What follows belongs to an exercise in optimizing a design on an open flow for small area, a short achievable clock period and few clock cycles per item; a production flow would make more cautious choices.
For this run, only the layout was checked, not whether the RTL still works.
Power and IR drop assume default switching activity.

### design.v
module rdm_responder (
    input  wire        clk,
    input  wire        rst,            
    input  wire [47:0] own_uid,        
    input  wire        rx_valid,
    input  wire [7:0]  rx_data,
    input  wire        rx_last,
    output reg         rx_ready,
    output reg         tx_valid,
    output reg  [7:0]  tx_data,
    output reg         tx_last,
    output reg         tx_break,
    input  wire        tx_ready,
    output reg         mute_line,
    output reg         mute_evt,
    output reg         identify_line,
    output reg         identify_evt
);
    localparam [2:0] PD_TWO = 3'd0, PD_SUPP = 3'd1, PD_DEVINFO = 3'd2,
                     PD_MODEL = 3'd3, PD_MFR = 3'd4, PD_SWVER = 3'd5,
                     PD_LABEL = 3'd6, PD_IDENT = 3'd7;
    reg  [4:0]  ph;
    reg         m_v, m_l, s_l;
    reg  [7:0]  m_d, s_d;
    wire        hs = rx_valid & rx_ready;
    reg  [7:0]  pos;           
    reg  [15:0] sum;           
    reg  [7:0]  ml;            
    reg         hok, uni, all_, vend, pdlok, cshf, cshok, bad;
    reg         pdl0, pdl1, pdl12, pdlle32, idnz;
    reg         lo_dec, lo_fail, hi_dec, hi_fail;
    reg  [7:0]  ob_rx;         
    reg  [4:0]  wd;            
    reg  [7:0]  f_src0, f_src1, f_src2, f_src3, f_src4, f_src5;
    reg  [7:0]  f_tn, f_sd0, f_sd1, f_cc, f_pid0, f_pid1;
    reg         done_pend, s_uni;
    reg         q_kdub, q_dubrep, q_eff;
    reg         bank;                  
    reg  [5:0]  len0, len1;            
    reg  [4:0]  base0, base1;          
    reg  [255:0] ring0, ring1;
    reg         act;                   
    reg  [5:0]  idx;                   
    reg  [7:0]  tL;                    
    reg  [5:0]  tH;
    reg         tc;
    reg         hi_done;
    reg         r_std;                 
    reg         r_nack;
    reg  [2:0]  r_pd;
    reg  [1:0]  r_rc;                  
    reg  [5:0]  r_end;                 
    reg  [4:0]  dd;                    
    reg  [7:0]  ob_tx;                 
    reg         sb_v, sb_l, sb_b;
    reg  [7:0]  sb_d;
    wire [7:0]  b      = m_d;
    wire        b_eq_o = (b == ob_rx);
    wire        b_gt_o = (b > ob_rx);
    wire        b_ff   = (b == 8'hFF);
    wire        p_lo   = (pos[7:6] == 2'd0);         
    wire        hdr_busy = act & r_std & (idx < 6'd23);
    wire        f_pos    = p_lo & (pos[5:0] >= 6'd9) & (pos[5:0] <= 6'd22);
    wire        ld;
    wire        f_safe   = ~done_pend &
                           (~hdr_busy | (idx > pos[5:0]) | ((idx == pos[5:0]) & ld));
    wire        inact_bank = ~bank;
    wire        r_pos    = p_lo & (pos[5:0] >= 6'd25) & (pos[5:0] <= 6'd55);
    wire        w_al     = (wd == 5'd0);
    wire        go       = ~(f_pos & ~f_safe) & ~(r_pos & ~w_al);
    wire        c        = m_v & go;
    wire        mfree    = ~m_v | c;
    wire        ml_seen   = (pos > 8'd2);
    wire        at_cshi   = ml_seen & (pos == ml) & ~cshf;
    wire        frame_ok  = hok & pdlok & cshf & cshok & (sum[7:0] == b) & ~bad;
    wire        addressed = uni | all_ | vend;
    wire        new_done  = c & m_l & frame_ok & addressed;
    reg  [2:0]  rsel_n;
    always @* begin
        case (pos[5:0])
            6'd2, 6'd23, 6'd29: rsel_n = 3'd0;
            6'd3, 6'd24, 6'd30: rsel_n = 3'd1;
            6'd4, 6'd25, 6'd31: rsel_n = 3'd2;
            6'd5, 6'd26, 6'd32: rsel_n = 3'd3;
            6'd6, 6'd27, 6'd33: rsel_n = 3'd4;
            default:            rsel_n = 3'd5;
        endcase
    end
    reg  [7:0]  own_rx_n;
    always @* begin
        case (rsel_n)
            3'd0: own_rx_n = own_uid[47:40];
            3'd1: own_rx_n = own_uid[39:32];
            3'd2: own_rx_n = own_uid[31:24];
            3'd3: own_rx_n = own_uid[23:16];
            3'd4: own_rx_n = own_uid[15:8];
            default: own_rx_n = own_uid[7:0];
        endcase
    end
    wire        sd_nz   = |{f_sd0, f_sd1};
    wire        cc_disc = (f_cc == 8'h10);
    wire        cc_get  = (f_cc == 8'h20);
    wire        cc_set  = (f_cc == 8'h30);
    wire        pid_hi0 = (f_pid0 == 8'h00);
    wire        pid_dub   = pid_hi0 & (f_pid1 == 8'h01);
    wire        pid_mute  = pid_hi0 & (f_pid1 == 8'h02);
    wire        pid_unm   = pid_hi0 & (f_pid1 == 8'h03);
    wire        pid_supp  = pid_hi0 & (f_pid1 == 8'h50);
    wire        pid_dinf  = pid_hi0 & (f_pid1 == 8'h60);
    wire        pid_model = pid_hi0 & (f_pid1 == 8'h80);
    wire        pid_mfr   = pid_hi0 & (f_pid1 == 8'h81);
    wire        pid_label = pid_hi0 & (f_pid1 == 8'h82);
    wire        pid_swv   = pid_hi0 & (f_pid1 == 8'hC0);
    wire        pid_ident = (f_pid0 == 8'h10) & (f_pid1 == 8'h00);
    wire        cc_ok   = cc_disc | cc_get | cc_set;
    wire        key_ok  = ~sd_nz & cc_ok;
    wire        k_dub   = key_ok & cc_disc & pid_dub;
    wire        k_mute  = key_ok & cc_disc & (pid_mute | pid_unm);
    wire        k_get   = key_ok & cc_get & (pid_supp | pid_dinf | pid_model | pid_mfr |
                                             pid_label | pid_swv | pid_ident);
    wire        k_slab  = key_ok & cc_set & pid_label;
    wire        k_sid   = key_ok & cc_set & pid_ident;
    wire        e_mute  = k_mute & pdl0;
    wire        e_ident = k_sid & pdl1;
    wire        e_label = k_slab & pdlle32;
    wire        dub_rep = k_dub & ~mute_line & pdl12 & ~lo_fail & ~hi_fail;
    reg         d_nack;
    reg  [2:0]  d_pd;
    reg  [1:0]  d_rc;
    reg  [5:0]  d_end;
    wire [5:0]  len_act = bank ? len1 : len0;
    always @* begin
        d_nack = 1'b1; d_pd = PD_TWO; d_rc = 2'd0; d_end = 6'd26;
        if (sd_nz)            d_rc = 2'd3;              
        else if (!cc_ok)      d_rc = 2'd2;              
        else if (k_mute) begin
            if (pdl0) d_nack = 1'b0;                    
            else      d_rc = 2'd1;
        end else if (k_get) begin
            if (!pdl0) d_rc = 2'd1;
            else begin
                d_nack = 1'b0;
                if (pid_supp)       begin d_pd = PD_SUPP;    d_end = 6'd30; end
                else if (pid_dinf)  begin d_pd = PD_DEVINFO; d_end = 6'd43; end
                else if (pid_model) begin d_pd = PD_MODEL;   d_end = 6'd31; end
                else if (pid_mfr)   begin d_pd = PD_MFR;     d_end = 6'd27; end
                else if (pid_label) begin d_pd = PD_LABEL;   d_end = len_act; end
                else if (pid_swv)   begin d_pd = PD_SWVER;   d_end = 6'd26; end
                else                begin d_pd = PD_IDENT;   d_end = 6'd25; end
            end
        end else if (k_slab) begin
            if (pdlle32) begin d_nack = 1'b0; d_end = 6'd24; end
            else d_rc = 2'd1;
        end else if (k_sid) begin
            if (pdl1) begin d_nack = 1'b0; d_end = 6'd24; end
            else d_rc = 2'd1;
        end
    end
    wire        std_rep = s_uni & ~q_kdub;
    wire        rep     = q_dubrep | std_rep;
    wire        quiet   = ~rep & ~q_eff;
    wire        disp    = done_pend & (quiet | (~act & (~rep | ~sb_v)));
    wire        start   = disp & rep;
    reg  [2:0]  tsel_n;
    always @* begin
        if (r_std) begin
            case (idx[3:0])
                4'd8:  tsel_n = 3'd0;
                4'd9:  tsel_n = 3'd1;
                4'd10: tsel_n = 3'd2;
                4'd11: tsel_n = 3'd3;
                4'd12: tsel_n = 3'd4;
                default: tsel_n = 3'd5;
            endcase
        end else begin
            case (idx[4:0])
                5'd7, 5'd8:   tsel_n = 3'd0;
                5'd9, 5'd10:  tsel_n = 3'd1;
                5'd11, 5'd12: tsel_n = 3'd2;
                5'd13, 5'd14: tsel_n = 3'd3;
                5'd15, 5'd16: tsel_n = 3'd4;
                default:      tsel_n = 3'd5;
            endcase
        end
    end
    reg  [7:0]  own_tx_n;
    always @* begin
        case (tsel_n)
            3'd0: own_tx_n = own_uid[47:40];
            3'd1: own_tx_n = own_uid[39:32];
            3'd2: own_tx_n = own_uid[31:24];
            3'd3: own_tx_n = own_uid[23:16];
            3'd4: own_tx_n = own_uid[15:8];
            default: own_tx_n = own_uid[7:0];
        endcase
    end
    wire        r_al    = (dd[3:0] == 4'd0);
    wire [7:0]  tap31   = bank ? ring1[255:248] : ring0[255:248];
    wire [7:0]  tap15   = bank ? ring1[127:120] : ring0[127:120];
    wire [7:0]  lab_b   = dd[4] ? tap15 : tap31;
    reg  [7:0]  pd_b;
    always @* begin
        pd_b = 8'h00;
        case (r_pd)
            PD_TWO:   pd_b = idx[0] ? {4'd0, r_rc[1] & r_rc[0], r_rc[1] & ~r_rc[0], 1'b0, |r_rc} : 8'h00;
            PD_SUPP:  case (idx[2:0])
                          3'd1: pd_b = 8'h80;     
                          3'd3: pd_b = 8'h81;     
                          3'd5: pd_b = 8'h82;     
                          default: pd_b = 8'h00;
                      endcase
            PD_DEVINFO: case (idx[5:0])
                          6'd24, 6'd27, 6'd28, 6'd33, 6'd36, 6'd37: pd_b = 8'h01;
                          6'd38, 6'd39: pd_b = 8'hFF;
                          default: pd_b = 8'h00;
                      endcase
            PD_MODEL: case (idx[2:0])             
                          3'd0: pd_b = 8'h4A;
                          3'd1: pd_b = 8'h61;
                          3'd2: pd_b = 8'h20;
                          3'd3: pd_b = 8'h52;
                          3'd4: pd_b = 8'h75;
                          3'd5: pd_b = 8'h6C;
                          default: pd_b = 8'h65;
                      endcase
            PD_MFR:   case (idx[1:0])             
                          2'd0: pd_b = 8'h4F;
                          2'd1: pd_b = 8'h4C;
                          default: pd_b = 8'h50;
                      endcase
            PD_SWVER: pd_b = idx[0] ? 8'h31 : 8'h76;
            PD_LABEL: pd_b = lab_b;
            default:  pd_b = {7'd0, identify_line};
        endcase
    end
    wire        add_p  = r_std ? (idx <= r_end) : (idx >= 6'd9 && idx <= 6'd20);
    wire [8:0]  lsum   = {1'b0, tL} + {1'b0, tx_data};
    wire [5:0]  t_hi   = tH + {5'd0, tc} + {5'd0, add_p & lsum[8]};
    wire        at_end = (idx == r_end);
    reg  [7:0]  nb;
    always @* begin
        nb = 8'h00;
        if (r_std) begin
            if (hi_done)
                nb = tL;
            else if (at_end)
                nb = {2'b00, t_hi};
            else if (idx >= 6'd24)
                nb = pd_b;
            else case (idx[4:0])
                5'd0:  nb = 8'hCC;
                5'd1:  nb = 8'h01;
                5'd2:  nb = {2'b00, r_end};
                5'd3:  nb = f_src0;
                5'd4:  nb = f_src1;
                5'd5:  nb = f_src2;
                5'd6:  nb = f_src3;
                5'd7:  nb = f_src4;
                5'd8:  nb = f_src5;
                5'd9, 5'd10, 5'd11, 5'd12, 5'd13, 5'd14: nb = ob_tx;
                5'd15: nb = f_tn;
                5'd16: nb = {6'd0, r_nack, 1'b0};
                5'd17: nb = 8'h00;
                5'd18: nb = f_sd0;
                5'd19: nb = f_sd1;
                5'd20: nb = f_cc + 8'd1;
                5'd21: nb = f_pid0;
                5'd22: nb = f_pid1;
                default: nb = {2'b00, r_end[5:3] - 3'd3, r_end[2:0]};
            endcase
        end else begin
            if (idx < 6'd7)
                nb = 8'hFE;
            else if (idx == 6'd7)
                nb = 8'hAA;
            else if (idx < 6'd20)
                nb = ob_tx | (idx[0] ? 8'h55 : 8'hAA);
            else if (idx < 6'd22)
                nb = {2'b00, t_hi} | (idx[0] ? 8'h55 : 8'hAA);
            else
                nb = tL | (idx[0] ? 8'h55 : 8'hAA);
        end
    end
    wire        nb_last = r_std ? hi_done : (idx == 6'd23);
    wire        avail   = ~(r_std & (r_pd == PD_LABEL) & (idx >= 6'd24) & ~at_end & ~hi_done & ~r_al);
    assign      ld      = act & avail & ~sb_v;
    wire        put  = ld | start;
    wire [7:0]  pb   = start ? (std_rep ? 8'hCC : 8'hFE) : nb;
    wire        pl   = ~start & nb_last;
    wire        pbrk = start ? std_rep : r_std;
    wire        o_free = ~tx_valid | tx_ready;
    wire [4:0]  base_ac = bank ? base1 : base0;
    wire        wr_ring = c & p_lo & (pos[5:0] >= 6'd24) & (pos[5:0] <= 6'd55);
    always @(posedge clk) begin
        ring0 <= {ring0[247:0], (wr_ring & ~inact_bank) ? b : ring0[255:248]};
        ring1 <= {ring1[247:0], (wr_ring &  inact_bank) ? b : ring1[255:248]};
        if (mfree)
            {m_d, m_l} <= ~rx_ready ? {s_d, s_l} : {rx_data, rx_last};
        if (rx_ready)
            {s_d, s_l} <= {rx_data, rx_last};
        if (~sb_v)
            {sb_d, sb_l, sb_b} <= {pb, pl, pbrk};
        q_kdub   <= k_dub;
        q_dubrep <= dub_rep;
        q_eff    <= e_ident | e_label;
        if (c) begin
            ob_rx <= own_rx_n;
            if (pos == 8'd2) ml <= b;
            if (pos == 8'd9)  f_src0 <= b;
            if (pos == 8'd10) f_src1 <= b;
            if (pos == 8'd11) f_src2 <= b;
            if (pos == 8'd12) f_src3 <= b;
            if (pos == 8'd13) f_src4 <= b;
            if (pos == 8'd14) f_src5 <= b;
            if (pos == 8'd15) f_tn   <= b;
            if (pos == 8'd18) f_sd0  <= b;
            if (pos == 8'd19) f_sd1  <= b;
            if (pos == 8'd20) f_cc   <= b;
            if (pos == 8'd21) f_pid0 <= b;
            if (pos == 8'd22) f_pid1 <= b;
            if (pos == 8'd23) begin
                pdl0    <= (b == 8'd0);
                pdl1    <= (b == 8'd1);
                pdl12   <= (b == 8'd12);
                pdlle32 <= (b <= 8'd32);
            end
            if (pos == 8'd24) begin
                idnz <= |b;
                if (inact_bank) base1 <= ph;
                else            base0 <= ph;
            end
            if (p_lo && pos[5:0] >= 6'd24 && pos[5:0] <= 6'd29) begin
                if (pos[5:0] == 6'd24 || !lo_dec) begin
                    lo_dec  <= ~b_eq_o;
                    lo_fail <= b_gt_o;
                end
            end
            if (p_lo && pos[5:0] >= 6'd30 && pos[5:0] <= 6'd35) begin
                if (pos[5:0] == 6'd30 || !hi_dec) begin
                    hi_dec  <= ~b_eq_o;
                    hi_fail <= ~b_gt_o & ~b_eq_o;
                end
            end
        end
        if (c && pos == 8'd24) wd <= 5'd0;
        else if (!c)           wd <= wd + 5'd1;
        if (ld) ob_tx <= own_tx_n;
    end
    always @(posedge clk) begin
        if (rst) begin
            ph            <= 5'd0;
            m_v           <= 1'b0;
            rx_ready      <= 1'b1;
            pos           <= 8'd0;
            done_pend     <= 1'b0;
            s_uni         <= 1'b0;
            bank          <= 1'b0;
            len0          <= 6'd24;
            len1          <= 6'd24;
            act           <= 1'b0;
            sb_v          <= 1'b0;
            tx_valid      <= 1'b0;
            mute_line     <= 1'b0;
            mute_evt      <= 1'b0;
            identify_line <= 1'b0;
            identify_evt  <= 1'b0;
        end else begin
            ph <= ph + 5'd1;
            if (mfree) begin
                m_v <= ~rx_ready | hs;
                rx_ready <= 1'b1;
            end else if (hs)
                rx_ready <= 1'b0;
            if (c) begin
                if (m_l) pos <= 8'd0;
                else if (pos != 8'hFF) pos <= pos + 8'd1;
                if (pos == 8'd0) begin
                    hok   <= (b == 8'hCC);
                    uni   <= 1'b1;
                    all_  <= 1'b1;
                    vend  <= 1'b1;
                    pdlok <= 1'b0;
                    cshf  <= 1'b0;
                    bad   <= 1'b0;
                    sum   <= {8'd0, b};
                end else begin
                    if (pos == 8'd1 && b != 8'h01) hok <= 1'b0;
                    if (pos >= 8'd3 && pos <= 8'd8) begin
                        if (!b_eq_o) uni <= 1'b0;
                        if (!b_ff)   all_ <= 1'b0;
                        if (pos <= 8'd4 ? !b_eq_o : !b_ff) vend <= 1'b0;
                    end
                    if (pos == 8'd23) begin
                        pdlok <= ({1'b0, b} + 9'd24 == {1'b0, ml});
                        if (inact_bank) len1 <= ml[5:0];
                        else            len0 <= ml[5:0];
                    end
                    if (cshf) begin
                        if (!m_l) bad <= 1'b1;
                    end else if (at_cshi) begin
                        cshf  <= 1'b1;
                        cshok <= (sum[15:8] == b);
                    end else
                        sum <= sum + {8'd0, b};
                end
            end
            if (new_done) begin
                done_pend <= 1'b1;
                s_uni     <= uni;
            end else if (disp)
                done_pend <= 1'b0;
            mute_evt     <= 1'b0;
            identify_evt <= 1'b0;
            if (disp) begin
                if (e_mute) begin
                    mute_line <= ~f_pid1[0];        
                    mute_evt  <= 1'b1;
                end
                if (e_ident) begin
                    identify_line <= idnz;
                    identify_evt  <= 1'b1;
                end
                if (e_label)
                    bank <= ~bank;
            end
            if (start) begin
                act     <= 1'b1;
                idx     <= 6'd1;
                hi_done <= 1'b0;
                r_std   <= std_rep;
                r_nack  <= d_nack;
                r_pd    <= d_pd;
                r_rc    <= d_rc;
                r_end   <= d_end;
                tL      <= 8'h00;
                tH      <= 6'd0;
                tc      <= 1'b0;
                dd      <= ph - base_ac + 5'd24;
            end else begin
                if (ld) begin
                    idx     <= idx + 6'd1;
                    hi_done <= r_std & at_end;
                    if (add_p) begin
                        tL <= lsum[7:0];
                        tH <= tH + {5'd0, tc};
                        tc <= lsum[8];
                    end
                    if (nb_last) act <= 1'b0;
                end else
                    dd <= dd + 5'd1;
            end
            if (o_free) begin
                if (sb_v) begin
                    {tx_data, tx_last, tx_break} <= {sb_d, sb_l, sb_b};
                    tx_valid <= 1'b1;
                    sb_v     <= 1'b0;
                end else begin
                    if (put) {tx_data, tx_last, tx_break} <= {pb, pl, pbrk};
                    tx_valid <= put;
                end
            end else if (put)
                sb_v <= 1'b1;
        end
    end
endmodule
### config.mk
export PLATFORM = sky130hd
export DESIGN_NAME = rdm_responder
export DESIGN_NICKNAME = rdm_responder
export VERILOG_FILES = /design/flow/design.v
export SDC_FILE = /design/flow/constraint.sdc
export NUM_CORES = 4
export LEC_CHECK = 0
export CAP_MARGIN = 20
export CORE_MARGIN = 2
export CORE_UTILIZATION = 40
export PLACE_DENSITY = 0.6
export SLEW_MARGIN = 20
### run.sh
#!/bin/bash
# synth_recipe.tcl (not shown) runs the flow's synth.tcl, then flattens the netlist and writes it again
# the make line also repeats each setting of config.mk as NAME=value (left out here)
make -C /OpenROAD-flow-scripts/flow DESIGN_CONFIG=/design/flow/config.mk WORK_HOME=/design/flow/orfs CLKGATE_MAP_FILE= SYNTH_SCRIPT=/design/flow/synth_recipe.tcl finish
### constraint.sdc
create_clock -name core_clock -period 10.0 [get_ports {clk}]
set_input_delay 2.0000 -clock core_clock [delete_from_list [all_inputs] [get_ports {clk}]]
set_output_delay 2.0000 -clock core_clock [all_outputs]
set_load 0.01 [all_outputs]
==> impl_metrics.yaml <==
run_status:
  outcome: "finished clean"
final_layout:
  area_delta_synth_final_pct: 16.39
  top_regs: "ring0: 256 flops, ring1: 256 flops, sum: 16 flops"
  final_area_um2: 32210
  num_antenna_cells: 0
  drive_gt1_share_pct: 11.17
  nets: 2409
  finalNonFillerCells: 3259
place:
  detailed_place_hpwl_mm: 46.62
  placed_cell_area_um2: 29470
  portBuffers: 76
  gp_congestion: 0.9432
  placed_cells: 3115
synthesis:
  async_flop_share_pct: 0
  avgSynthCellArea_um2: 12.75
  syn_nets: 2314
  seq_area_frac_synth_pct: 66.87
  synth_edf_count: 241
  syn_inst: 2170
  synth_seq_cells: 804
  synth_flop_cell: "dfxtp_1"
  yosysUniqueCellTypes: 99
  yosys_warnings: 1
  synth_area_um2: 27680
die:
  num_rows: 96
  core-area_um2: 68590
  ios: 77
  die_h_um: 267.0
  die_x_um: 267.0
  dieArea_um2: 71310
  start_util_pct: 40.35
sta:
  finalHoldViolations: 0
  holdWs_ns: 0.3076
  rsz0062_at_grt: "no"
  period_share_pct: 48.79
  tightestPinTransition_ns: 1.060
  finClkSkew_ns: 0.02930
  setup_viol: 0
  setup_tns_ns: 0
  finalCriticalPeriod_ns: 4.879
  maxSlewHeadroom_pct: 29.09
  clock.fmax_mhz: 205.0
  final-max-slew-violation-count: 0
drt:
  wire_per_inst_um: 20.69
  via_per_inst: 5.295
  first_pass_iters: 5
  vias: 17260
  first_iter_violations: 1570
  drc: 0
  wl_mm: 67.42
  postRouteAntennaNets: 0
worst_hold_path:
  min_to: "ring1[234]$_DFF_P_"
  whs_path_depth: 0
  holdCritStartpoint: "ring1[226]$_DFF_P_"
  hp-class: "reg2reg"
cts:
  clkSinkCount: 804
  cts_setup_buffers: 0
  htreeDepth: 3
  clock_latency_ns: 0.64
  clk_pin_slew_ns: 0.06
  cts_tree: "yes"
  clockBufferDepth: 3
  clockRootBuffer: "clkbuf_16"
  cts.repair.resized: 0
  numCtsBuffers: 79
  holdBufCountCts: 0
global_routing:
  grt_use_total_pct: 19.03
  grt_pass1_vias: 17350
  grt_overflow: 0
  antenna_found_initial: 3
  grt_start_max_net_pins: 42
  grt_pass1_wl_mm: 103.5
worst_setup_path:
  critPathRequiredTime_ns: 10.48
  critPathCaptureType: "flip-flop"
  cp.arrival_ns: 5.36
  cp-start-kind: "flip-flop"
  setup.worst_path.class: "reg2reg"
  rrSetupSlack_ns: 5.12
  r2r_start: "pos[2]$_SDFFE_PP0N_"
  crit_path_max_fanout: 20
  worst-r2r-cell-count: 15
  r2r_end: "rsel_n[0]$_DFF_P_"
flow_run:
  cap_violations: 0
pwr:
  p_per_area_nw_per_um2: 206.1
  p_leak_nw: 11.89
  ir_worst_vdd_mv: 0.1451
-- layout make-up --
| class | count | area, µm² |
|---|---|---|
| tap | 931 | 1165 |
| sequential | 804 | 18510 |
| clock inverter | 36 | 401.6 |
| timing repair buffer | 108 | 996.0 |
| multi-input combinational | 1193 | 8512 |
| clock buffer | 108 | 2332 |
| fill | 6093 | 36370 |
| inverter | 79 | 296.5 |
-- power breakdown --
group          internal [W]  switching (W)  total (W)
Combinational     0.0000895       0.000122   0.000211
Sequential          0.00338      0.0000249    0.00341
Clock               0.00176        0.00126    0.00302
-- cell usage in the layout, fill, tap and decap left out, types with 23 or more instances in the layout --
cell type | netlist | final
nor2_1 | 155 | 155
nand3_1 | 44 | 43
clkdlybuf4s50_1 | 0 | 75
dfxtp_1 | 563 | 562
inv_1 | 73 | 73
nand4_1 | 23 | 23
edfxtp_1 | 241 | 241
mux2_2 | 43 | 43
ha_1 | 80 | 80
clkbuf_16 | 0 | 84
nor3_1 | 43 | 42
o21ai_0 | 59 | 58
a22oi_1 | 23 | 23
mux2i_1 | 44 | 44
nor2b_1 | 38 | 38
xnor2_1 | 48 | 48
nand2_1 | 115 | 115
buf_4 | 0 | 32
a21oi_1 | 105 | 104
-- logic make-up after synthesis --
family	count (synthesis)	share of synthesized area, %
AO/OA/AOI/OAI	396	9.842
XOR/XNOR	70	2.215
adder cells (fa/ha/maj)	84	3.870
buffers and inverters	173	2.464
flip-flops	804	66.87
multiplexers	104	4.724
AND/OR/NAND/NOR	539	10.01
-- Yosys cell counts (7+ instances only) --
cell       number  area (µm²)
a211oi_1       18       135.1
a21o_1          8       60.06
a21oi_1       105       525.5
a221oi_1       15       131.4
a22oi_1        23       172.7
a31oi_1        14       87.58
a32oi_1        11       96.34
and3_1         17       106.4
buf_1           8       30.03
buf_2          19       95.09
clkbuf_1       65       244.0
dfxtp_1       563       11270
edfxtp_1      241        7237
ha_1           80        1001
inv_1          73       274.0
mux2_2         43       484.2
mux2i_1        44       440.4
mux4_2         17       382.9
nand2_1       115       431.7
nand2b_1       14       87.58
nand3_1        44       220.2
nand4_1        23       143.9
nor2_1        155       581.8
nor2b_1        38       237.7
nor3_1         43       215.2
nor3b_1         7       52.55
nor4_1         18       112.6
o2111ai_1       9       78.83
o211ai_1        8       60.06
o21a_1         11       82.58
o21ai_0        59       295.3
o22ai_1         9       56.30
o311ai_0        8       70.07
o31ai_1        17       127.6
or3_1           9       56.30
xnor2_1        48       420.4
xor2_1         22       192.7
-- how the worst max path moves through the flow --
stage	start	to	cells after the start
after global routing	pos[2]$_SDFFE_PP0N_	rsel_n[0]$_DFF_P_	15
after CTS	pos[2]$_SDFFE_PP0N_	f_src3[7]$_DFFE_PP_	11
after detailed placement	pos[2]$_SDFFE_PP0N_	f_src3[3]$_DFFE_PP_	11
after floorplan	rst	rsel_n[0]$_DFF_P_	9
final	pos[2]$_SDFFE_PP0N_	rsel_n[0]$_DFF_P_	15
after global placement	pos[2]$_SDFFE_PP0N_	f_src3[6]$_DFFE_PP_	11
-- through the flow --
step	setup WS [ns]	total power, W	util, %
global placement	5.267	0.003680	42.97
detailed placement	5.056	0.003687	42.97
finish	5.121	0.006640	46.97
global route	4.687	0.006865	46.97
CTS	5.054	0.006700	46.95
floorplan	6.236	0.003601	-
-- critical path, stage by stage (launching register included) --
cell and delay [ns]:
dfxtp_1 0.81, clkinv_1 0.48, ha_1 0.43, nand4_1 0.13, nor2_1 0.17, o31ai_1 0.15, o31ai_1 0.67, a21oi_1 0.29
o31ai_2 0.46, inv_1 0.18, ha_1 0.29, nor3_1 0.23, a211o_1 0.12, a32oi_1 0.10, nand4_1 0.16, a22oi_1 0.07
-- per-layer routing --
layer,share of wire (%),vias up,GRT usage [%]
met3,6.4,181,3.690
met1,44,8416,25.85
met2,44,599,29.34
met5,0.018,-,0
li1,-,8059,-
met4,4.6,2,8.898

[separate check: timing with driven ports]
The results above use ideal ports. As a check the final layout listed here was re-extracted and re-timed, cells and wires unchanged. Step 1 assumes that a clkbuf_16 drives the clock port and a buf_2 every other input. Step 2 adds t to the input delays and takes it off the output delays; t is the mean of the earliest and latest rising clock arrival at the registers after step 1. Input paths then give back, and output paths get back, about the clock's delay inside the block. a / b / c = ideal ports / drivers / drivers and shift; a / b = the first two.
t, ns: 0.683
setup slack, ns: 5.121 / 5.121 / 5.121
pins driven straight from the clock port: 1
After both steps setup and hold are still met in this run. For this run, drivers alone change the setup slack by 0.000 ns; drivers and shift together by 0.000 ns.
